What follows belongs to an exercise in optimizing a design on an open flow for small area, a short achievable clock period and few clock cycles per item; a production flow would make more cautious choices.
At most, simulation tests tie the RTL to the original design; equivalence was not proved.
The RTL of runs 3 and 4 was laid out without a check of its function.
In every run shown here, the design's own scripts or RTL, not TritonCTS, make the clock network.
No driver is modelled on the clock port, so clock power and skew are understated where the tree is cut down; a real chip needs a root buffer or a tree.
No activity file was given, so power comes from the tool's default toggle rates.

===== design/flow/flow/run.sh =====
#!/bin/bash
set -euo pipefail
here=$(pwd)
bash standard.sh \
  "PRE_CTS_TCL=$here/flow/clock_tree.tcl" \
  'BUFFER_PORTS_ARGS=-buffer_cell sky130_fd_sc_hd__buf_2' \
  finish > standard.log 2>&1

===== design/flow/config.mk =====
export PLATFORM = sky130hd
export DESIGN_NAME = sfd_rx
export DESIGN_NICKNAME = sfd_rx
export VERILOG_FILES = /design/flow/design.v
export SDC_FILE = /design/flow/constraint.sdc
export NUM_CORES = 4
export LEC_CHECK = 0
export CAP_MARGIN = 20
export CORE_MARGIN = 2
export CORE_UTILIZATION = 70
export PLACE_DENSITY = 0.8
export SETUP_SLACK_MARGIN = 3.8
export SLEW_MARGIN = 20

===== design/flow/design.v =====
module sfd_rx (
    input  wire        clk,
    input  wire        rst,
    input  wire        rx_valid,
    input  wire        rx_eof,
    input  wire [7:0]  rx_byte,
    output wire        rx_ready,
    output wire        dout_valid,
    output wire [7:0]  dout_byte,
    input  wire        dout_ready,
    output wire        ctl_valid,
    output wire [15:0] ctl_seq,
    output wire [7:0]  ctl_op,
    output wire [7:0]  ctl_dest,
    output wire [7:0]  ctl_byte,
    output wire        ctl_last,
    input  wire        ctl_ready,
    output wire        tx_valid,
    output wire [7:0]  tx_byte,
    input  wire        tx_ready,
    output wire        anom_opc,
    output wire        anom_eof,
    output wire        irq
);
    localparam [7:0] MARKER       = 8'h1B;
    localparam [7:0] LIT_SENTINEL = 8'h1C;
    localparam [7:0] OP_DATA      = 8'h44;
    localparam [7:0] OP_ACK       = 8'h41;
    localparam [3:0] ST_RD = 4'd10;
    localparam [1:0] DS_NORMAL = 2'd0;
    localparam [1:0] DS_SAW1   = 2'd1;
    localparam [1:0] DS_SAW2   = 2'd2;
    function in_catalog(input [7:0] op);
        case (op)
            8'h01, 8'h02, 8'h10, 8'h11, 8'h12, 8'h13, 8'h14, 8'h15,
            8'h16, 8'h17, 8'h18, 8'h20, 8'h21, 8'h22, 8'h23,
            OP_ACK, OP_DATA: in_catalog = 1'b1;
            default:         in_catalog = 1'b0;
        endcase
    endfunction
    reg         rdy;             
    reg         ok_r;            
    reg         sv;              
    reg  [7:0]  sb;
    reg         sb_mk;           
    reg         sb_s;            
    reg         sb_z;            
    reg         sb_1;            
    reg         rx_live;
    reg         opc_flag;
    reg         eof_flag;
    reg         irq_r;
    reg  [3:0]  st;
    reg         in_rd;           
    reg         in_rp;           
    reg         p_last;          
    reg         p_pre;           
    reg  [15:0] hdr_seq;
    reg  [7:0]  hdr_op;
    reg  [7:0]  hdr_dest;
    reg  [15:0] hdr_len;
    reg         hi_z;            
    reg         op_bad;          
    reg         is_data;         
    reg  [15:0] rem;             
    reg         lo_z;            
    reg         last;            
    reg         last2;           
    reg  [1:0]  ds;
    reg  [7:0]  d0, d1, d2;      
    reg         dq1, dq2, dq3;   
    reg  [8:0]  c0, c1;          
    reg         cq1, cq2;        
    reg         tx_busy;
    reg  [3:0]  tx_idx;          
    reg  [7:0]  txb;
    reg  [15:0] tx_seq;
    reg         tx_inc;          
    reg  [15:0] ack_seq;
    reg  [15:0] ack_len;
    wire rd_data = in_rd && is_data;
    wire rd_ctrl = in_rd && !is_data;
    wire proc = sv && ok_r;                
    wire [7:0] b = sb;
    wire fire     = rx_valid && rdy;
    wire fire_eof = fire && rx_eof;
    wire fire_b   = fire && !rx_eof;
    wire port_p6  = sv ? p_pre : p_last;
    wire ds_n0 = (ds == DS_NORMAL);
    wire ds_s1 = (ds == DS_SAW1);
    wire ds_s2 = (ds == DS_SAW2);
    wire e1 = proc && ((rd_data && ds_n0 && !sb_mk) || (p_last && ds_s1));
    wire e2 = proc && ((rd_data && ds_s1 && !sb_mk) || (rd_data && ds_s2 && sb_s) ||
                       (p_last && ds_s2));
    wire ek = e1 || e2;
    wire [7:0] dw0 = (rd_data && ds_n0) ? b : MARKER;
    wire [7:0] dw1 = (rd_data && ds_s1) ? b : MARKER;
    wire cpush     = proc && rd_ctrl;
    wire ack_start = proc && rd_data && last;
    wire plen_z = hi_z && sb_z;
    wire plen_1 = hi_z && sb_1;
    reg [3:0] st_n;
    reg [1:0] ds_n;
    reg       is_data_n;
    reg       last_n;
    always @(*) begin
        st_n      = st;
        ds_n      = ds;
        is_data_n = is_data;
        last_n    = last;
        if (proc) begin
            if (in_rd) begin
                if (is_data) begin
                    case (ds)
                        DS_NORMAL: ds_n = sb_mk ? DS_SAW1 : DS_NORMAL;
                        DS_SAW1:   ds_n = sb_mk ? DS_SAW2 : DS_NORMAL;
                        default:   ds_n = DS_NORMAL;
                    endcase
                end
                if (last) st_n = 4'd0;
                last_n = last2;
            end else if (p_last) begin
                ds_n   = DS_NORMAL;
                st_n   = plen_z ? 4'd0 : ST_RD;
                last_n = plen_1;
            end else if (in_rp) begin
                st_n = st + 4'd1;
                if (st == 4'd6) is_data_n = (b == OP_DATA);
            end else begin
                st_n = sb_mk ? st + 4'd1 : 4'd0;
            end
        end
    end
    wire rd_n     = proc ? ((p_last && !plen_z) || (in_rd && !last)) : in_rd;
    wire rp_n     = proc ? ((st == 4'd2 && sb_mk) || (in_rp && !p_last)) : in_rp;
    wire p_last_n = proc ? p_pre : p_last;
    wire p_pre_n  = proc ? (st == 4'd7) : p_pre;
    wire dpop   = dq1 && dout_ready;
    wire cpop   = cq1 && ctl_ready;
    wire tx_fin = tx_busy && tx_ready && (tx_idx == 4'd14);
    wire dp1 = dq1 || ek;
    wire dp2 = dq2 || (ek && dq1) || e2;
    wire dp3 = dq3 || (ek && dq2) || (e2 && dq1);
    wire dn1 = dpop ? dp2 : dp1;
    wire dn2 = dpop ? dp3 : dp2;
    wire dn3 = dpop ? 1'b0 : dp3;
    wire cp1 = cq1 || cpush;
    wire cp2 = cq2 || (cpush && cq1);
    wire cn1 = cpop ? cp2 : cp1;
    wire cn2 = cpop ? 1'b0 : cp2;
    wire busy_n = ack_start || (tx_busy && !tx_fin);
    wire ok_n = (!dn2 || (!dn3 && ds_n == DS_NORMAL))
             && (!cn1 || (!cn2 && !rp_n))
             && !(is_data_n && last_n && busy_n);
    wire sv_n = fire_b || (sv && !proc);
    always @(posedge clk) begin
        if (rst) begin
            rdy      <= 1'b1;
            sv       <= 1'b0;
            ok_r     <= 1'b1;
            rx_live  <= 1'b1;
            opc_flag <= 1'b0;
            eof_flag <= 1'b0;
            irq_r    <= 1'b0;
        end else begin
            rdy  <= rx_live && !fire_eof && (!sv_n || ok_n);
            sv   <= sv_n;
            ok_r <= ok_n;
            if (fire_eof) begin
                rx_live  <= 1'b0;
                eof_flag <= 1'b1;
                irq_r    <= 1'b1;
            end
            if (fire_b && port_p6 && op_bad) begin
                opc_flag <= 1'b1;
                irq_r    <= 1'b1;
            end
        end
    end
    always @(posedge clk) begin
        if (fire_b) begin
            sb    <= rx_byte;
            sb_mk <= (rx_byte == MARKER);
            sb_s  <= (rx_byte == LIT_SENTINEL);
            sb_z  <= (rx_byte == 8'h00);
            sb_1  <= (rx_byte == 8'h01);
        end
    end
    always @(posedge clk) begin
        if (rst) begin
            st     <= 4'd0;
            in_rd  <= 1'b0;
            in_rp  <= 1'b0;
            p_last <= 1'b0;
            p_pre  <= 1'b0;
            ds     <= DS_NORMAL;
        end else begin
            st     <= st_n;
            in_rd  <= rd_n;
            in_rp  <= rp_n;
            p_last <= p_last_n;
            p_pre  <= p_pre_n;
            ds     <= ds_n;
        end
    end
    always @(posedge clk) begin
        is_data <= is_data_n;
        last    <= last_n;
        if (proc) begin
            case (st)
                4'd4: hdr_seq[15:8] <= b;
                4'd5: hdr_seq[7:0]  <= b;
                4'd6: begin hdr_op <= b; op_bad <= !in_catalog(b); end
                4'd7: hdr_dest <= b;
                4'd8: begin hdr_len[15:8] <= b; hi_z <= sb_z; end
                4'd9: begin
                    hdr_len[7:0] <= b;
                    rem  <= {hdr_len[15:8], b};
                    lo_z <= sb_z;
                    last2 <= hi_z && (b == 8'd2);
                end
                ST_RD: begin
                    rem[7:0] <= rem[7:0] - 8'd1;
                    if (lo_z) rem[15:8] <= rem[15:8] - 8'd1;
                    lo_z <= (rem[7:0] == 8'd1);
                    last2 <= (rem == 16'd3);
                end
                default: ;
            endcase
        end
    end
    wire at0 = !dq1;
    wire at1 = dq1 && !dq2;
    wire at2 = dq2 && !dq3;
    wire [7:0] d0_p = (ek && at0) ? dw0 : d0;
    wire [7:0] d1_p = (ek && at1) ? dw0 : (e2 && at0) ? dw1 : d1;
    wire [7:0] d2_p = (ek && at2) ? dw0 : (e2 && at1) ? dw1 : d2;
    always @(posedge clk) begin
        if (rst) begin
            dq1 <= 1'b0;
            dq2 <= 1'b0;
            dq3 <= 1'b0;
        end else begin
            dq1 <= dn1;
            dq2 <= dn2;
            dq3 <= dn3;
        end
    end
    always @(posedge clk) begin
        d0 <= dpop ? d1_p : d0_p;
        d1 <= dpop ? d2_p : d1_p;
        d2 <= d2_p;
    end
    assign rx_ready   = rdy;
    assign dout_valid = dq1;
    assign dout_byte  = d0;
    wire [8:0] cw   = {b, last};
    wire [8:0] c0_p = (cpush && !cq1) ? cw : c0;
    wire [8:0] c1_p = (cpush && cq1)  ? cw : c1;
    always @(posedge clk) begin
        if (rst) begin
            cq1 <= 1'b0;
            cq2 <= 1'b0;
        end else begin
            cq1 <= cn1;
            cq2 <= cn2;
        end
    end
    always @(posedge clk) begin
        c0 <= cpop ? c1_p : c0_p;
        c1 <= c1_p;
    end
    assign ctl_valid = cq1;
    assign ctl_seq   = hdr_seq;
    assign ctl_op    = hdr_op;
    assign ctl_dest  = hdr_dest;
    assign ctl_byte  = c0[8:1];
    assign ctl_last  = c0[0];
    always @(posedge clk) begin
        if (ack_start) begin
            ack_seq <= hdr_seq;
            ack_len <= hdr_len;
        end
    end
    reg [7:0] tx_nxt;
    always @(*) begin
        case (tx_idx)
            4'd1, 4'd2: tx_nxt = MARKER;
            4'd4:  tx_nxt = tx_seq[15:8];
            4'd5:  tx_nxt = tx_seq[7:0];
            4'd6:  tx_nxt = OP_ACK;
            4'd9:  tx_nxt = 8'h04;
            4'd10: tx_nxt = ack_seq[15:8];
            4'd11: tx_nxt = ack_seq[7:0];
            4'd12: tx_nxt = ack_len[15:8];
            4'd13: tx_nxt = ack_len[7:0];
            default: tx_nxt = 8'h00;
        endcase
    end
    always @(posedge clk) begin
        if (rst) begin
            tx_busy <= 1'b0;
            tx_inc  <= 1'b0;
            tx_seq  <= 16'h0000;
        end else begin
            tx_inc <= tx_fin;
            if (tx_inc)
                tx_seq <= (tx_seq == 16'hFFFE) ? 16'h0000 : tx_seq + 16'd1;
            tx_busy <= busy_n;
        end
    end
    always @(posedge clk) begin
        if (ack_start) begin
            tx_idx <= 4'd1;
            txb    <= MARKER;
        end else if (tx_busy && tx_ready) begin
            tx_idx <= tx_idx + 4'd1;
            txb    <= tx_nxt;
        end
    end
    assign tx_valid = tx_busy;
    assign tx_byte  = txb;
    assign anom_opc = opc_flag;
    assign anom_eof = eof_flag;
    assign irq      = irq_r;
endmodule

===== design/flow/flow/clock_tree.tcl =====
# flip-flops per leaf buffer, and the most root buffers the port drives
set ::LEAF_SIZE 20.0
set ::ROOTS 4

proc bisect {pts np} {
  if {$np <= 1} { return [list $pts] }
  set xs {}; set ys {}
  foreach p $pts { lappend xs [lindex $p 0]; lappend ys [lindex $p 1] }
  set xs [lsort -real $xs]; set ys [lsort -real $ys]
  set dx [expr {[lindex $xs end] - [lindex $xs 0]}]
  set dy [expr {[lindex $ys end] - [lindex $ys 0]}]
  set ix [expr {$dx >= $dy ? 0 : 1}]
  set srt [lsort -real -index $ix $pts]
  set nl [expr {$np / 2}]
  set cut [expr {int(round([llength $pts] * double($nl) / $np))}]
  return [concat [bisect [lrange $srt 0 [expr {$cut - 1}]] $nl] \
                 [bisect [lrange $srt $cut end] [expr {$np - $nl}]]]
}

proc centroid {grp} {
  set sx 0.0; set sy 0.0
  foreach p $grp { set sx [expr {$sx + [lindex $p 0]}]; set sy [expr {$sy + [lindex $p 1]}] }
  set m [llength $grp]
  return [list [expr {$sx / $m}] [expr {$sy / $m}]]
}

set block [ord::get_db_block]
set clknet [$block findNet clk]
set sinks [$clknet getITerms]
set n [llength $sinks]
set K [expr {max(1, int(ceil($n / $::LEAF_SIZE)))}]
set R [expr {min($::ROOTS, $K)}]
puts "manual clock tree: $n sinks, $K leaf buffers, $R root buffers"

set pts {}
set i 0
foreach it $sinks {
  set b [[$it getInst] getBBox]
  lappend pts [list [expr {([$b xMin] + [$b xMax]) / 2.0}] [expr {([$b yMin] + [$b yMax]) / 2.0}] $i]
  incr i
}
set leaves [bisect $pts $K]
set lpts {}
set k 0
foreach g $leaves { lappend lpts [concat [centroid $g] $k]; incr k }
set roots [bisect $lpts $R]

set master [[ord::get_db] findMaster sky130_fd_sc_hd__clkbuf_16]
set rootnets {}
set r 0
foreach rg $roots {
  set ri [odb::dbInst_create $block $master clkbuf_root_$r]
  set rn [odb::dbNet_create $block clknet_root_$r]
  $rn setSigType CLOCK
  set c [centroid $rg]
  $ri setLocation [expr {int([lindex $c 0])}] [expr {int([lindex $c 1])}]
  $ri setPlacementStatus PLACED
  [$ri findITerm A] connect $clknet
  [$ri findITerm X] connect $rn
  foreach lp $rg {
    set k [lindex $lp 2]
    set g [lindex $leaves $k]
    set bi [odb::dbInst_create $block $master clkbuf_leaf_$k]
    set net [odb::dbNet_create $block clknet_leaf_$k]
    $net setSigType CLOCK
    $bi setLocation [expr {int([lindex $lp 0])}] [expr {int([lindex $lp 1])}]
    $bi setPlacementStatus PLACED
    [$bi findITerm A] connect $rn
    [$bi findITerm X] connect $net
    foreach p $g {
      set it [lindex $sinks [lindex $p 2]]
      $it disconnect
      $it connect $net
    }
    puts "leaf $k (root $r): [llength $g] flip-flops"
  }
  incr r
}
set_propagated_clock [all_clocks]

rename clock_tree_synthesis orfs_clock_tree_synthesis
proc clock_tree_synthesis {args} {
  puts "clock_tree_synthesis skipped: the clock tree was built by clock_tree.tcl"
}

===== design/flow/constraint.sdc =====
create_clock -name core_clock -period 6.0 [get_ports {clk}]
set_input_delay 1.2000 -clock core_clock [delete_from_list [all_inputs] [get_ports {clk}]]
set_output_delay 1.2000 -clock core_clock [all_outputs]
set_load 0.01 [all_outputs]

===== design/flow/standard.sh =====
#!/bin/bash
# synth_recipe.tcl (not shown) runs the flow's synth.tcl, then flattens the netlist and writes it again
# the make line also repeats each setting of config.mk as NAME=value (left out here)
make -C /OpenROAD-flow-scripts/flow DESIGN_CONFIG=/design/flow/config.mk WORK_HOME=/design/flow/orfs CLKGATE_MAP_FILE= SYNTH_SCRIPT=/design/flow/synth_recipe.tcl "${@:-finish}"

==> summary.md, run 1 <==
| Metric | Value |
|---|---|
| Status | `finished clean` |
| Number of global-route vias before repair | `5,718` |
| DIE HEIGHT | `~120 µm` |
| Ys flop type | `edfxtp_1` |
| Hold depth | `0` |
| WP buf/inv | `1` |
| Asr flop ratio synth | `0%` |
| Slew HR | `between 40% and 50%` |
| Crit-path cells | `buf_2` |
| Initial antenna violation count | `0` |
| Synth area leaders | `edfxtp_1 (44%), dfxtp_1 (18%), mux2_2 (3.7%), nand2_1 (3.4%), nor2_1 (2.3%)` |
| Post-layout util | `between 70% and 80%` |
| R2R Path End | `rdy$_SDFF_PP1_` |
| Remaining antenna violation count | `0` |
| DR pass1 iterations | `5` |
| Power per cell area | `260 mW/mm²` |
| Distinct cells, synth | `72` |
| Clock latency on the worst-skew pair | `between 0.2 and 0.3 ns` |
| Cell area after synthesis | `0.00872 mm²` |
| Die X | `116 µm` |
| Yosys warns | `1` |
| Final Cycle Share | `36.2%` |
| P_leak | `around 3.5 nW` |
| First-pass GRT wire length | `~29,000 µm` |
| Layout cell share with drive strength beyond 1 | `20.2%` |
| VDD IR-drop max | `0.289 mV` |
| Clock-pin slew on the worst setup and hold paths | `about 0.070 ns` |
| Synth-to-layout area growth | `10.4%` |
| N_diodes | `0` |
| Syn_nets | `758` |
| NumNets Final | `slightly above 800` |
| Worst Path Required | `~4.8 ns` |
| Post-synthesis sequential area ratio | `62.6%` |
| Synth cell count leaders | `edfxtp_1 (129), dfxtp_1 (79), nand2_1 (79)` |
| CP endpoint kind | `primary output` |
| IO Pins | `between 70 and 80` |
| Residual DRC | `0` |
| Setup TNS | `0 ns` |
| Synthesis-stage register bit count | `208` |
| Total GRT Usage | `between 20 and 30%` |
| Synthesized instance count | `between 700 and 800` |
| Rows | `40` |
| Starting Density | `between 70 and 80%` |
| Yosys top cell area share | `between 40% and 50%` |
| Initial DRC count | `532` |
| Worst Tran Pin Value | `0.805 ns` |
| CP max stage cell | `dfxtp_2` |
| Peak Freq | `around 460 MHz` |
| Crit-path max cell delay | `0.50 ns` |
| Hold buffer count at cts | `0` |
| Most common cell in the netlist | `edfxtp_1` |
| Compound-Gate Fraction of Synth Area | `a little under an eighth` |
| Final hold vios | `0` |
| RSZ-0062 raised after global routing | `true` |
| Placed wire-length estimate | `between 10,000 and 15,000 µm` |
| Post-Synth XOR/XNOR Area | `around 3.1%` |
| Min setup slack post-route | `approximately 3.8 ns` |
| Hold worst-path end | `ack_len[7]$_DFFE_PP_` |
| Delay-heaviest family, CP | `flip-flops` |
| Die area | `approximately 0.013 mm²` |
| Total gr overflow | `0` |
| Avg Cell Area, Syn | `12.0 µm²` |
| Fin. max-slew vios | `0` |
| Final WL | `between 15,000 and 20,000 µm` |
| Post-Layout Cell Count | `959` |
| Multiplexer share of the synthesized area | `4.09%` |
| Combinational family with the most area after synthesis | `simple AND/OR/NAND/NOR gates` |
| Critical path data arrival time | `slightly below 1 ns` |
| Met3 Use GR | `2.04%` |
| Final setup fails | `0` |
| DR vias | `approximately 6,000` |
| Met2 usage | `48.9%` |
| Post-Synth Adder-Cell Area | `around 2.1%` |
| Core area | `between 0.01 and 0.015 mm²` |
| Routed len/inst | `slightly below 20 µm` |
| R2r setup slk | `~4 ns` |
| Min-delay worst type | `reg -> reg` |
| Reg-to-reg critical path startpoint | `tx_idx[0]$_SDFFE_PP1P_` |
| Synthesized-area fraction occupied by and/or/nand/nor cells | `between 10% and 20%` |
| Place WS | `approximately 3.2 ns` |
| Placed Cells | `between 900 and 1,000` |
| Register-to-Register Path Depth | `8` |
| Port Buf Inserts | `78` |
| Skew final | `0.0274 ns` |
| CP Class | `reg -> out` |
| Min cycle time layout | `about 2.2 ns` |
| Largest area contributor in the netlist | `edfxtp_1` |
| HP Start | `hdr_len[7]$_DFFE_PP_` |
| Met1 Track Usage GR | `37.2%` |
| Post-synth EDFFs | `about 130` |
| Largest net degree at the start of global routing | `38` |
| Critical Path Fanout Max | `13` |
| # Max-Cap Violations | `0` |
| Global placer's final weighted congestion | `0.854` |
| DR vias/cell | `6.22` |
| GR peak layer | `met2` |
| Worst Setup Start Kind | `flop` |
## metal layers
metal	vias up	share of wire, %
li1	2812	-
met1	2918	41
met2	212	52
met3	26	5.3
met4	0	1.9
met5	-	0
## sequential cells by signal (all words and copies together) (netlist names), 4 cells and up
name      flops
rem          16
hdr_dest      8
tx_idx        4
hdr_op        8
tx_seq       16
d1            8
c1            9
ack_seq      16
d2            8
txb           8
sb            8
d0            8
ack_len      16
st            4
hdr_seq      16
hdr_len      16
c0            9
## worst max-delay path by stage
stage / from / endpoint / slack [ns] / cells after the start
floorplan: dout_ready / d0[0]$_DFFE_PP_ / 3.83 / 3
global placement: sv$_SDFF_PP0_ / ack_seq[15]$_DFFE_PP_ / 3.32 / 4
detailed placement: sv$_SDFF_PP0_ / ack_seq[12]$_DFFE_PP_ / 3.22 / 4
CTS: tx_idx[0]$_SDFFE_PP1P_ / rdy$_SDFF_PP1_ / 3.82 / 8
global route: ctl_ready / rdy$_SDFF_PP1_ / 3.72 / 6
finish: dq1$_SDFF_PP0_ / dout_valid / 3.83 / 1
## power by group
part | internal, mW | total (mW) | leakage, nW | switching (mW)
Sequential | 1.52 | 1.55 | 1.80 | 0.0267
Clock | 0.446 | 0.848 | 0.185 | 0.402
Combinational | 0.0396 | 0.103 | 1.52 | 0.0638
Total | 2.01 | 2.50 | 3.51 | 0.492
## cell families after synthesis
group / after synthesis
xor gates and xnor gates: 31
DFF: 208
adders and majority gates: 15
buffers and inverters: 54
AOI/OAI and AO/OA: 144
and+or+nand+nor: 245
muxes: 32
## what timing repair did
action                     CTS  global route
pin swaps                    0             1
setup endpoints to repair   75            63
gates resized for setup     10            11
setup buffers                0             4
## cell usage in the layout, fill, tap and decap left out, types with 8 or more instances in the layout
| master | instances |
|---|---|
| inv_1 | 15 |
| a221oi_1 | 11 |
| a21oi_1 | 29 |
| nand3_1 | 18 |
| nand4_1 | 8 |
| o21ai_0 | 36 |
| nor3_1 | 21 |
| o22a_1 | 8 |
| a22o_1 | 12 |
| nand2_1 | 77 |
| xor2_1 | 15 |
| edfxtp_1 | 129 |
| a22oi_1 | 8 |
| mux2_2 | 29 |
| xnor2_1 | 16 |
| buf_2 | 78 |
| nor2_1 | 53 |
| dfxtp_1 | 75 |
| and3_1 | 10 |
| clkbuf_16 | 15 |
| ha_1 | 11 |
## cell type report
type | count | area (µm²)
timing repair buffer | 84 | 435
sequential | 208 | 5460
tap | 168 | 210
fill | 770 | 2440
buffer | 15 | 375
multi-input combinational | 467 | 3070
inverter | 17 | 66.3
## through the flow
step / total power, mW / hold WS (ns) / instance area, µm²
floorplan: 1.64 / 0.400 / 8720
global placement: 1.67 / 0.405 / 9170
detailed placement: 1.68 / 0.405 / 9170
CTS: 2.50 / 0.423 / 9560
global route: 2.56 / 0.431 / 9620
finish: 2.50 / 0.422 / 9620
Testbench counts, summed over its fixed seeds: cycles 35,278, bytes 35,116.
==> run 2, diff against run 1 <==
--- a/design/flow/config.mk
+++ b/design/flow/config.mk
@@ -8,6 +8,6 @@
 export CAP_MARGIN = 20
 export CORE_MARGIN = 2
-export CORE_UTILIZATION = 70
-export PLACE_DENSITY = 0.8
+export CORE_UTILIZATION = 50
+export PLACE_DENSITY = 0.7
 export SETUP_SLACK_MARGIN = 3.8
 export SLEW_MARGIN = 20
==> run 2 against run 1 <==
Sequential share of layout area is 0.28 points lower. Synthesized cell count stayed put. Utilization is 23 points lower. Wire length is 2.5% lower. Critical path type is now in -> reg.
==> summary.md, run 2 <==
| Metric | Value |
|---|---|
| Asr flop ratio synth | `0% (unchanged)` |
| Post-synth EDFFs | `129 (unchanged)` |
| Largest net degree at the start of global routing | `40 (+5.3%)` |
| Final Cycle Share | `35.0% (-1.2 points)` |
| Yosys top cell area share | `44.4% (unchanged)` |
| Critical Path Fanout Max | `3 (-10)` |
| Total GRT Usage | `19.5% (-7.8 points)` |
| Place WS | `3.32 ns (+0.0962 ns)` |
| Synthesized instance count | `729 (unchanged)` |
| Most frequent cells in the layout | `edfxtp_1 (129), buf_2 (78), nand2_1 (77), dfxtp_1 (75), nor2_1 (53)` |
| Min cycle time layout | `2.10 ns (-0.0739 ns)` |
| RSZ-0062 raised after global routing | `true` |
| CP endpoint kind | `flop` |
| Fin. max-slew vios | `0 (unchanged)` |
| Final hold vios | `0 (unchanged)` |
| Synth cell count leaders | `edfxtp_1 (129), dfxtp_1 (79), nand2_1 (79)` |
| Crit-path cells | `buf_2, nand2_1, o21ai_0, nand2_1, a32oi_1, o21ai_1, a21boi_0` |
| Syn_nets | `758 (unchanged)` |
| IO Pins | `79 (unchanged)` |
| Distinct cells, synth | `72 (unchanged)` |
| Number of global-route vias before repair | `5,859 (+2.5%)` |
| Final WL | `18,100 µm (-2.5%)` |
| Setup TNS | `0 ns (unchanged)` |
| Synth-to-layout area growth | `11.0%` |
| NumNets Final | `820 (-0.24%)` |
| P_leak | `3.49 nW (-0.67%)` |
| Avg Cell Area, Syn | `12.0 µm² (unchanged)` |
| Synthesis-stage register bit count | `208 (unchanged)` |
| VDD IR-drop max | `0.173 mV (-40%)` |
| Peak Freq | `476 MHz (+3.5%)` |
| Post-synthesis sequential area ratio | `62.6% (unchanged)` |
| Min-delay worst type | `reg -> reg` |
| WL met3 | `910 µm (-7.5%)` |
| Critical path data arrival time | `2.32 ns (+1.35 ns)` |
| Metal-1 WL | `7430 µm (-1.6%)` |
| Final setup fails | `0 (unchanged)` |
| Layout cell share with drive strength beyond 1 | `19.9% (-0.33 points)` |
| Most common cell in the netlist | `edfxtp_1` |
| Clock-pin slew on the worst setup and hold paths | `0.08 ns (about the same)` |
| Cell area after synthesis | `0.00872 mm² (unchanged)` |
| Hold buffer count at cts | `0 (unchanged)` |
| Largest area contributor in the netlist | `edfxtp_1` |
| Most common cell after layout, fill and taps aside | `edfxtp_1` |
| DIE HEIGHT | `136 µm (+18%)` |
| Worst Tran Pin Value | `0.846 ns (+0.0418 ns)` |
| Slew HR | `43.6% (-2.8 points)` |
| Skew final | `0.0229 ns (-0.00447 ns)` |
| DR pass1 iterations | `5 (unchanged)` |
| Initial DRC count | `368 (-31%)` |
| Routed len/inst | `17.9 µm (-7.8%)` |
| Power per cell area | `259 mW/mm² (-0.32%)` |
| Top Metal Used | `met4` |
| Synth area leaders | `edfxtp_1 (44%), dfxtp_1 (18%), mux2_2 (3.7%), nand2_1 (3.4%), nor2_1 (2.3%)` |
| Placed wire-length estimate | `12,500 µm (+0.58%)` |
| Crit-path max cell delay | `0.27 ns (-0.23 ns)` |
| Initial antenna violation count | `0 (unchanged)` |
| Worst Path Required | `6.22 ns (+1.42 ns)` |
| Status | `finished clean` |
| CP max stage cell | `o21ai_0` |
| Worst Setup Start Kind | `input port` |
| Die X | `136 µm (+18%)` |
| Min setup slack post-route | `3.90 ns (+0.0739 ns)` |
| # Max-Cap Violations | `0 (unchanged)` |
| Total gr overflow | `0 (unchanged)` |
| Clock latency on the worst-skew pair | `0.29 ns (about the same)` |
| DR vias | `5,772 (-3.3%)` |
| Port Buf Inserts | `78 (unchanged)` |
| First-pass GRT wire length | `29,200 µm (+0.45%)` |
| Residual DRC | `0 (unchanged)` |
| Remaining antenna violation count | `0 (unchanged)` |
| Yosys warns | `1 (unchanged)` |
| DR vias/cell | `5.69 (-8.5%)` |
| CP Class | `in -> reg` |
| Starting Density | `50.8% (-22 points)` |
| Met2 wire length | `9170 µm (-5.5%)` |
| Core area | `0.0172 mm² (+42%)` |
| Ys flop type | `edfxtp_1` |
| Hold_ws | `0.424 ns (+0.00121 ns)` |
| Rows | `48 (+20%)` |
| Global placer's final weighted congestion | `0.839 (-1.7%)` |
| Die area | `0.0185 mm² (+39%)` |
| Top cell by count, worst path | `nand2_1` |
| N_diodes | `0 (unchanged)` |
[run 2: cell types whose count changed in the layout (fill, tap and decap cells not counted), sizes merged]
cell / previous run / this run
clkinv: 1 / 2
inv: 16 / 15
buf: 84 / 82
[run 2: final cells by class]
class | instances | area, µm²
fillers | 1435 | 7500
well taps | 225 | 282
flip-flops and latches | 208 | 5470
multi-input cells | 467 | 3060
repair buffers | 82 | 420
inverters | 17 | 68.8
plain buffers | 15 | 375
[run 2: metrics by stage]
step                util (%)  total power, mW  instance area, µm²  std cells
floorplan                  -             1.64                8720        729
global placement        53.7             1.67                9230        996
finish                  56.3             2.51                9670       1014
detailed placement      53.7             1.68                9230        996
CTS                     56.1             2.52                9640       1013
global route            56.3             2.59                9670       1014
[run 2: where the power goes]
part	switching (mW)	leakage, nW	internal (mW)
registers	0.0240	1.80	1.52
logic	0.0610	1.50	0.0386
clock network	0.413	0.185	0.447
total	0.498	3.49	2.01
[run 2: path summary, 6_finish.rpt]
check / from / depth (start not counted) / end / slack [ns]
setup / recovery: tx_ready / 7 / rdy$_SDFF_PP1_ / 3.90
hold / removal: hdr_len[3]$_DFFE_PP_ / 0 / ack_len[3]$_DFFE_PP_ / 0.42
setup reg to reg: tx_idx[1]$_SDFFE_PP0P_ / 7 / txb[0]$_SDFFE_PP1P_ / 3.90
hold reg to reg: hdr_len[3]$_DFFE_PP_ / 0 / ack_len[3]$_DFFE_PP_ / 0.42
[run 2: kinds of logic after synthesis]
kind of cell / count (synthesis) / share of synthesized area [%]
adder cells (fa/ha/maj): 15 / 2.12
AO/OA/AOI/OAI: 144 / 11.5
XOR/XNOR: 31 / 3.11
buffers and inverters: 54 / 2.67
multiplexers: 32 / 4.09
AND/OR/NAND/NOR: 245 / 13.9
flip-flops: 208 / 62.6
[run 2: routing by layer]
metal	vias to the layer above	GRT usage, %
met5	-	0
li1	2800	-
met1	2777	24.3
met3	48	1.98
met4	0	7.64
met2	147	35.0
[run 2: critical path, delay by kind of cell]
family,cells,cell delay (ns)
buf+inv,1,0.10
compound gates,4,0.79
simple gates,2,0.23
[run 2: repair_timing]
action | 4_1_cts | 5_1_grt
setup buffers | 2 | 1
endpoints found under the setup margin | 75 | 32
gates resized for setup | 8 | 11
==> run 3, diff against run 2 <==
--- a/design/flow/design.v
+++ b/design/flow/design.v
@@ -47,4 +47,6 @@
     reg         sb_z;            
     reg         sb_1;            
+    reg         sb_dt;           
+    reg         sb_bad;          
     reg         rx_live;
     reg         opc_flag;
@@ -126,5 +128,5 @@
             end else if (in_rp) begin
                 st_n = st + 4'd1;
-                if (st == 4'd6) is_data_n = (b == OP_DATA);
+                if (st == 4'd6) is_data_n = sb_dt;
             end else begin
                 st_n = sb_mk ? st + 4'd1 : 4'd0;
@@ -185,4 +187,6 @@
             sb_z  <= (rx_byte == 8'h00);
             sb_1  <= (rx_byte == 8'h01);
+            sb_dt <= (rx_byte == OP_DATA);
+            sb_bad <= !in_catalog(rx_byte);
         end
     end
@@ -211,5 +215,5 @@
                 4'd4: hdr_seq[15:8] <= b;
                 4'd5: hdr_seq[7:0]  <= b;
-                4'd6: begin hdr_op <= b; op_bad <= !in_catalog(b); end
+                4'd6: begin hdr_op <= b; op_bad <= sb_bad; end
                 4'd7: hdr_dest <= b;
                 4'd8: begin hdr_len[15:8] <= b; hi_z <= sb_z; end
--- a/design/flow/config.mk
+++ b/design/flow/config.mk
@@ -8,6 +8,8 @@
 export CAP_MARGIN = 20
 export CORE_MARGIN = 2
-export CORE_UTILIZATION = 50
-export PLACE_DENSITY = 0.7
+export CORE_UTILIZATION = 60
+export CTS_CLUSTER_DIAMETER = 80
+export CTS_CLUSTER_SIZE = 30
+export PLACE_DENSITY = 0.75
 export SETUP_SLACK_MARGIN = 3.8
 export SLEW_MARGIN = 20
==> run 3 against run 2 <==
Critical endpoint is now dout_valid. Power increased by 1.4%. Critical path depth decreased by 6. Via count increased by 6.0%. Register-to-register slack lost 0.05 ns. Synthesized area up 0.39%.
==> summary.md, run 3 <==
| Metric | Value |
|---|---|
| First-pass GRT wire length | `30,400 µm (+4.0%)` |
| Crit-path cells | `buf_2` |
| Total GRT Usage | `23.8% (+4.2 points)` |
| Final setup fails | `0 (unchanged)` |
| Status | `finished clean` |
| Total gr overflow | `0 (unchanged)` |
| Delay-heaviest family, CP | `flip-flops` |
| Synth cell count leaders | `edfxtp_1 (131), dfxtp_1 (79), nand2_1 (67)` |
| DIE HEIGHT | `125 µm (-8.3%)` |
| Synthesized instance count | `732 (+0.41%)` |
| Min cycle time layout | `2.22 ns (+0.123 ns)` |
| Global placer's final weighted congestion | `0.930 (+11%)` |
| CP Class | `reg -> out` |
| Asr flop ratio synth | `0% (unchanged)` |
| Min-delay worst type | `reg -> reg` |
| Post-synthesis sequential area ratio | `63.0% (+0.44 points)` |
| Clk pwr share | `33.9% (-0.4 points)` |
| Slew HR | `50.2% (+6.6 points)` |
| Setup TNS | `0 ns (unchanged)` |
| DR vias | `6,120 (+6.0%)` |
| Crit-path max cell delay | `0.53 ns (+0.26 ns)` |
| Clock latency on the worst-skew pair | `0.29 ns (about the same)` |
| DR pass1 iterations | `6 (+1)` |
| Syn_nets | `761 (+0.40%)` |
| Final hold vios | `0 (unchanged)` |
| Critical path data arrival time | `1.02 ns (-1.30 ns)` |
| Core area | `0.0144 mm² (-16%)` |
| DR vias/cell | `6.19 (+8.8%)` |
| Hold_ws | `0.421 ns (-0.00240 ns)` |
| Initial antenna violation count | `0 (unchanged)` |
| Clock-pin slew on the worst setup and hold paths | `0.08 ns (about the same)` |
| N_diodes | `0 (unchanged)` |
| Internal Pwr Total | `2.03 mW (+1.3%)` |
| NumNets Final | `835 (+1.8%)` |
| Power per cell area | `260 mW/mm² (+0.23%)` |
| P_leak | `3.46 nW (-0.68%)` |
| Critical Path Fanout Max | `9 (+6)` |
| Largest net degree at the start of global routing | `22 (-45%)` |
| Routed len/inst | `19.5 µm (+9.1%)` |
| Avg Cell Area, Syn | `12.0 µm² (about the same)` |
| IO Pins | `79 (unchanged)` |
| WP buf/inv | `1 (unchanged)` |
| Die area | `0.0156 mm² (-16%)` |
| Largest area contributor in the netlist | `edfxtp_1` |
| Remaining antenna violation count | `0 (unchanged)` |
| Worst Tran Pin Value | `0.747 ns (-0.0997 ns)` |
| Post-synth EDFFs | `131 (+1.6%)` |
| Worst Path Required | `4.80 ns (-1.42 ns)` |
| Final Cycle Share | `37.1% (+2.0 points)` |
| Most frequent cells in the layout | `edfxtp_1 (131), buf_2 (78), dfxtp_1 (75), nand2_1 (66), nor2_1 (54)` |
| Number of global-route vias before repair | `5,824 (-0.60%)` |
| Cell area after synthesis | `0.00875 mm² (+0.39%)` |
| Initial DRC count | `649 (+76%)` |
| Comb pwr share | `4.4% (+0.4 points)` |
| Worst Setup Start Kind | `flop` |
| Synth area leaders | `edfxtp_1 (45%), dfxtp_1 (18%), nand2_1 (2.9%), mux2_2 (2.6%), o21ai_0 (2.5%)` |
| Skew final | `0.0224 ns (-0.000553 ns)` |
| RSZ-0062 raised after global routing | `true` |
| Most common cell in the netlist | `edfxtp_1` |
| Distinct cells, synth | `71 (-1.4%)` |
| Final WL | `19,300 µm (+6.3%)` |
| Synthesis-stage register bit count | `210 (+0.96%)` |
| Peak Freq | `450 MHz (-5.5%)` |
| Sw Ratio | `20.0% (+0.084 points)` |
| Placed wire-length estimate | `12,900 µm (+2.8%)` |
| Sw Pwr | `507 µW (+1.8%)` |
| Yosys warns | `1 (unchanged)` |
| Synth-to-layout area growth | `11.8%` |
| Starting Density | `60.9% (+10 points)` |
| Hold buffer count at cts | `0 (unchanged)` |
| CP endpoint kind | `primary output` |
| Yosys top cell area share | `45.0% (+0.51 points)` |
| Reg power frac | `61.7% (about the same)` |
| Rows | `44 (-8.3%)` |
| Most common cell after layout, fill and taps aside | `edfxtp_1` |
| Layout cell share with drive strength beyond 1 | `19.0% (-0.87 points)` |
| Die X | `125 µm (-8.3%)` |
| Residual DRC | `0 (unchanged)` |
| Ys flop type | `edfxtp_1` |
| CP max stage cell | `dfxtp_1` |
| Port Buf Inserts | `78 (unchanged)` |
| VDD IR-drop max | `0.144 mV (-17%)` |
| # Max-Cap Violations | `0 (unchanged)` |
| Fin. max-slew vios | `0 (unchanged)` |
[run 3: cell count changes after synthesis, sizes merged, moves of 5 or more]
cell and change:
a21oi +11, a22o -5, nand2b -5, mux2 -9, o21ai +11, inv +12
and3 -9, buf -5, and2 +5, nor2b +5, o221a +5, nand2 -14
[run 3: what timing repair did]
action,CTS,global route
pin swaps,1,2
setup endpoints to repair,95,26
resized for setup,14,12
buffers inserted,2,5
cloned,2,0
[run 3: kinds of logic after synthesis]
logic type | count (synthesis) | share of synthesized area [%]
AOI/OAI and AO/OA | 162 | 12.5
xor gates and xnor gates | 29 | 2.90
adders and majority gates | 14 | 2.00
buffers and inverters | 58 | 2.69
DFF | 210 | 63.0
muxes | 24 | 3.17
and+or+nand+nor | 235 | 13.8
[run 3: stage by stage]
stage / cell area [µm²] / setup WS [ns] / power [mW] / utilization, % / cells
floorplan: 8770 / 3.82 / 1.66 / - / 732
global placement: 9260 / 3.39 / 1.70 / 64.4 / 964
detailed placement: 9260 / 3.28 / 1.70 / 64.4 / 964
CTS: 9710 / 3.65 / 2.54 / 67.6 / 983
global route: 9790 / 3.63 / 2.61 / 68.1 / 988
finish: 9790 / 3.78 / 2.54 / 68.1 / 988
[run 3: power by group through the flow]
stage | Sequential, mW | Combinational [mW] | Clock [mW]
2_1_floorplan | 1.59 | 0.0694 | 0
3_3_place_gp | 1.60 | 0.0999 | 0
6_report | 1.57 | 0.111 | 0.861
5_1_grt | 1.57 | 0.123 | 0.919
4_1_cts | 1.57 | 0.105 | 0.869
3_5_place_dp | 1.60 | 0.103 | 0
[run 3: per-layer routing]
metal / GRT usage (%) / share of wire, % / routed length [µm] / up-vias
li1: - / - / - / 2843
met2: 41.9 / 50 / 9710 / 254
met1: 31.5 / 40 / 7770 / 2975
met5: 0 / 0 / 0 / -
met4: 6.28 / 3.1 / 598 / 0
met3: 2.71 / 6.2 / 1200 / 48
[run 3: layout make-up]
cell class                 instances  area, µm²
sequential                       210       5520
fill                            1023       4580
multi-input combinational        465       3090
timing repair buffer              85        455
buffer                            15        375
tap                              184        230
inverter                          28        109
timing repair inverter             1       7.51
[run 3: path summary, 6_finish.rpt]
kind,cells after the start,to,startpoint,slack [ns]
setup / recovery,1,dout_valid,dq1$_SDFF_PP0_,3.78
hold / removal,0,ack_len[0]$_DFFE_PP_,hdr_len[0]$_DFFE_PP_,0.42
setup reg to reg,8,txb[0]$_SDFFE_PP1P_,tx_idx[0]$_SDFFE_PP1P_,3.85
hold reg to reg,0,ack_len[0]$_DFFE_PP_,hdr_len[0]$_DFFE_PP_,0.42
==> run 4, diff against run 3 <==
--- a/design/flow/config.mk
+++ b/design/flow/config.mk
@@ -12,4 +12,4 @@
 export CTS_CLUSTER_SIZE = 30
 export PLACE_DENSITY = 0.75
-export SETUP_SLACK_MARGIN = 3.8
+export SETUP_SLACK_MARGIN = 4.0
 export SLEW_MARGIN = 20
==> run 4 against run 3 <==
Hold slack better by 0.0023 ns. Flip-flop and latch count unchanged. Synthesized cell count unchanged. Global-route usage up 0.57 points. Clock skew about the same. Largest cell class unchanged.
==> summary.md, run 4 <==
| Metric | Value |
|---|---|
| Port Buf Inserts | `78 (unchanged)` |
| R2r setup slk | `3.99 ns (+0.14 ns)` |
| Layout cell share with drive strength beyond 1 | `27.0% (+8.0 points)` |
| Skew final | `0.0228 ns (+0.000366 ns)` |
| Cell Area, Placed | `0.00931 mm² (+0.59%)` |
| Synthesized instance count | `732 (unchanged)` |
| Setup TNS | `0 ns (unchanged)` |
| Final WL | `20,400 µm (+5.5%)` |
| DR vias | `6,353 (+3.8%)` |
| Syn_nets | `761 (unchanged)` |
| Most common cell in the netlist | `edfxtp_1` |
| Clock-pin slew on the worst setup and hold paths | `0.08 ns (about the same)` |
| Peak Freq | `476 MHz (+5.9%)` |
| Routed len/inst | `19.7 µm (+1.0%)` |
| # Max-Cap Violations | `0 (unchanged)` |
| Hold depth | `0 (unchanged)` |
| NumNets Final | `879 (+5.3%)` |
| Initial DRC count | `554 (-15%)` |
| Hold worst-path end | `op_bad$_DFFE_PP_` |
| Distinct cells, synth | `71 (unchanged)` |
| Rows | `44 (unchanged)` |
| P_leak | `3.76 nW (+8.5%)` |
| Min setup slack post-route | `3.90 ns (+0.125 ns)` |
| Largest area contributor in the netlist | `edfxtp_1` |
| Place WS | `3.41 ns (+0.125 ns)` |
| First-pass GRT wire length | `31,000 µm (+2.2%)` |
| Worst Tran Pin Value | `0.751 ns (+0.00475 ns)` |
| Post-synthesis sequential area ratio | `63.0% (unchanged)` |
| Ys flop type | `edfxtp_1` |
| Yosys top cell area share | `45.0% (unchanged)` |
| Largest net degree at the start of global routing | `22 (unchanged)` |
| Global placer's final weighted congestion | `0.901 (-3.1%)` |
| Final instance area | `0.0104 mm² (+6.3%)` |
| N_diodes | `0 (unchanged)` |
| R2R Path End | `ok_r$_SDFF_PP1_` |
| Synth-to-layout area growth | `18.9%` |
| Reg-to-reg critical path startpoint | `st[0]$_SDFFE_PP0P_` |
| Synth area leaders | `edfxtp_1 (45%), dfxtp_1 (18%), nand2_1 (2.9%), mux2_2 (2.6%), o21ai_0 (2.5%)` |
| Power per cell area | `246 mW/mm² (-5.1%)` |
| WP buf/inv | `1 (unchanged)` |
| Hold buffer count at cts | `0 (unchanged)` |
| Placed wire-length estimate | `12,900 µm (-0.10%)` |
| Core area | `0.0144 mm² (unchanged)` |
| Status | `finished clean` |
| Remaining antenna violation count | `0 (unchanged)` |
| Min cycle time layout | `2.10 ns (-0.125 ns)` |
| Die area | `0.0156 mm² (unchanged)` |
| CP max stage cell | `edfxtp_1` |
| Residual DRC | `0 (unchanged)` |
| Crit-path max cell delay | `0.44 ns (-0.09 ns)` |
| CP endpoint kind | `primary output` |
| CP Class | `reg -> out` |
| Asr flop ratio synth | `0% (unchanged)` |
| Tot Pwr | `2.56 mW (+0.93%)` |
| Die X | `125 µm (unchanged)` |
| Starting Density | `60.9% (unchanged)` |
| Most frequent cells in the layout | `edfxtp_1 (131), buf_2 (73), dfxtp_1 (65), nand2_1 (63), nor2_1 (51)` |
| Min-delay worst type | `reg -> reg` |
| Yosys warns | `1 (unchanged)` |
| DR vias/cell | `6.16 (-0.62%)` |
| Fin. max-slew vios | `0 (unchanged)` |
| RSZ-0062 raised after global routing | `true` |
| Synth cell count leaders | `edfxtp_1 (131), dfxtp_1 (79), nand2_1 (67)` |
| Number of global-route vias before repair | `6,058 (+4.0%)` |
| Most common cell after layout, fill and taps aside | `edfxtp_1` |
| HP Start | `sb_bad$_DFFE_PP_` |
| DIE HEIGHT | `125 µm (unchanged)` |
| Final hold vios | `0 (unchanged)` |
| Initial antenna violation count | `0 (unchanged)` |
| Critical Path Fanout Max | `2 (-7)` |
| Crit-path cells | `buf_2` |
| Synthesis-stage register bit count | `210 (unchanged)` |
| Worst Setup Start Kind | `flop` |
| Slew HR | `49.9% (-0.32 points)` |
| DR pass1 iterations | `5 (-1)` |
| Total gr overflow | `0 (unchanged)` |
| Hold_ws | `0.424 ns (+0.00231 ns)` |
| IO Pins | `79 (unchanged)` |
| Avg Cell Area, Syn | `12.0 µm² (unchanged)` |
| Post-synth EDFFs | `131 (unchanged)` |
| Total GRT Usage | `24.3% (+0.57 points)` |
| Cell area after synthesis | `0.00875 mm² (unchanged)` |
| VDD IR-drop max | `0.159 mV (+9.9%)` |
| Worst Path Required | `4.80 ns (about the same)` |
| Delay-heaviest family, CP | `flip-flops` |
| Critical path data arrival time | `0.90 ns (-0.12 ns)` |
| Final Cycle Share | `35.0% (-2.1 points)` |
| Clock latency on the worst-skew pair | `0.29 ns (about the same)` |
| Register-to-Register Path Depth | `9 (+1)` |
| Final setup fails | `0 (unchanged)` |
==> run 4: cell counts after synthesis <==
No cell type changed its count.
==> run 4: area by class of cell <==
| class | count | area [µm²] |
|---|---|---|
| repair inverters | 1 | 7.51 |
| well taps | 184 | 230 |
| flip-flops and latches | 210 | 5550 |
| fillers | 942 | 3970 |
| inverters | 28 | 113 |
| plain buffers | 15 | 375 |
| repair buffers | 129 | 833 |
| multi-input cells | 465 | 3300 |
==> run 4: worst max-delay path by stage <==
stage | start | endpoint | slack [ns] | cells past startpoint
after CTS | hdr_seq[8]$_DFFE_PP_ | ctl_seq[8] | 3.91 | 1
after floorplan | dout_ready | rdy$_SDFF_PP1_ | 3.94 | 6
after global routing | tx_idx[2]$_SDFFE_PP0P_ | txb[0]$_SDFFE_PP1P_ | 3.80 | 6
final | hdr_seq[14]$_DFFE_PP_ | ctl_seq[14] | 3.90 | 1
after global placement | dout_ready | rdy$_SDFF_PP1_ | 3.53 | 7
after detailed placement | dout_ready | rdy$_SDFF_PP1_ | 3.41 | 7
==> run 4: metal layers <==
layer,wire [µm],GRT usage (%)
met1,8160,32.1
met2,10400,42.8
met3,1070,1.93
met4,762,8.20
met5,0,0
==> run 4: through the flow <==
step,util (%),cells
after detailed placement,64.8,964
after global placement,64.8,964
after global routing,72.4,1032
final,72.4,1032
after floorplan,-,732
after CTS,69.7,1006
==> run 4: cells by family (layout without fill, tap and decap cells) <==
family / Yosys count / count (layout) / share of synthesized area (%)
AO/OA/AOI/OAI: 162 / 162 / 12.5
XOR/XNOR: 29 / 29 / 2.90
adder cells (fa/ha/maj): 14 / 14 / 2.00
buffers and inverters: 58 / 173 / 2.69
flip-flops: 210 / 210 / 63.0
multiplexers: 24 / 24 / 3.17
AND/OR/NAND/NOR: 235 / 236 / 13.8
==> run 4: repair_timing <==
action                     in CTS  in global routing
pin swaps                       7                 18
resized for setup              31                 49
setup endpoints to repair     161                157
cloned                          2                  0
setup buffers                  25                 26
==> run 4: where the power goes <==
group	total [mW]	switching (mW)	internal (mW)
clock network	0.871	0.424	0.447
registers	1.57	0.0279	1.54
logic	0.126	0.0719	0.0540
total	2.56	0.523	2.04

## static timing again, ports no longer ideal
No port has a modelled driver above. Below, the same layouts with a new extraction and two added sets of constraints.
Step 1 sets driving cells, clkbuf_16 on the clock port and buf_2 on the other inputs (assumed; they add their load-dependent delay and slew).
Step 2 moves the port delays by t, midway between the first and last clock arrival at a register: inputs arrive t later, outputs are due t later. That takes back most of the time a late clock gives input paths.
Three values: ideal, step 1, step 2; two values: the first two.
run | t (ns) | setup slack, ns | worst slew at a driven data input, ns | cell pins on the clock port's net
run 1 | 0.370 | 3.825 / 3.733 / 3.546 | 0.03 | 4
run 2 | 0.376 | 3.899 / 3.811 / 3.588 | 0.04 | 4
run 3 | 0.378 | 3.776 / 3.681 / 3.591 | 0.03 | 4
run 4 | 0.369 | 3.901 / 3.811 / 3.683 | 0.05 | 4
After both steps setup and hold are still met in every run listed. For run 2, which loses most, drivers alone change the setup slack by -0.088 ns; drivers and shift together by -0.311 ns.
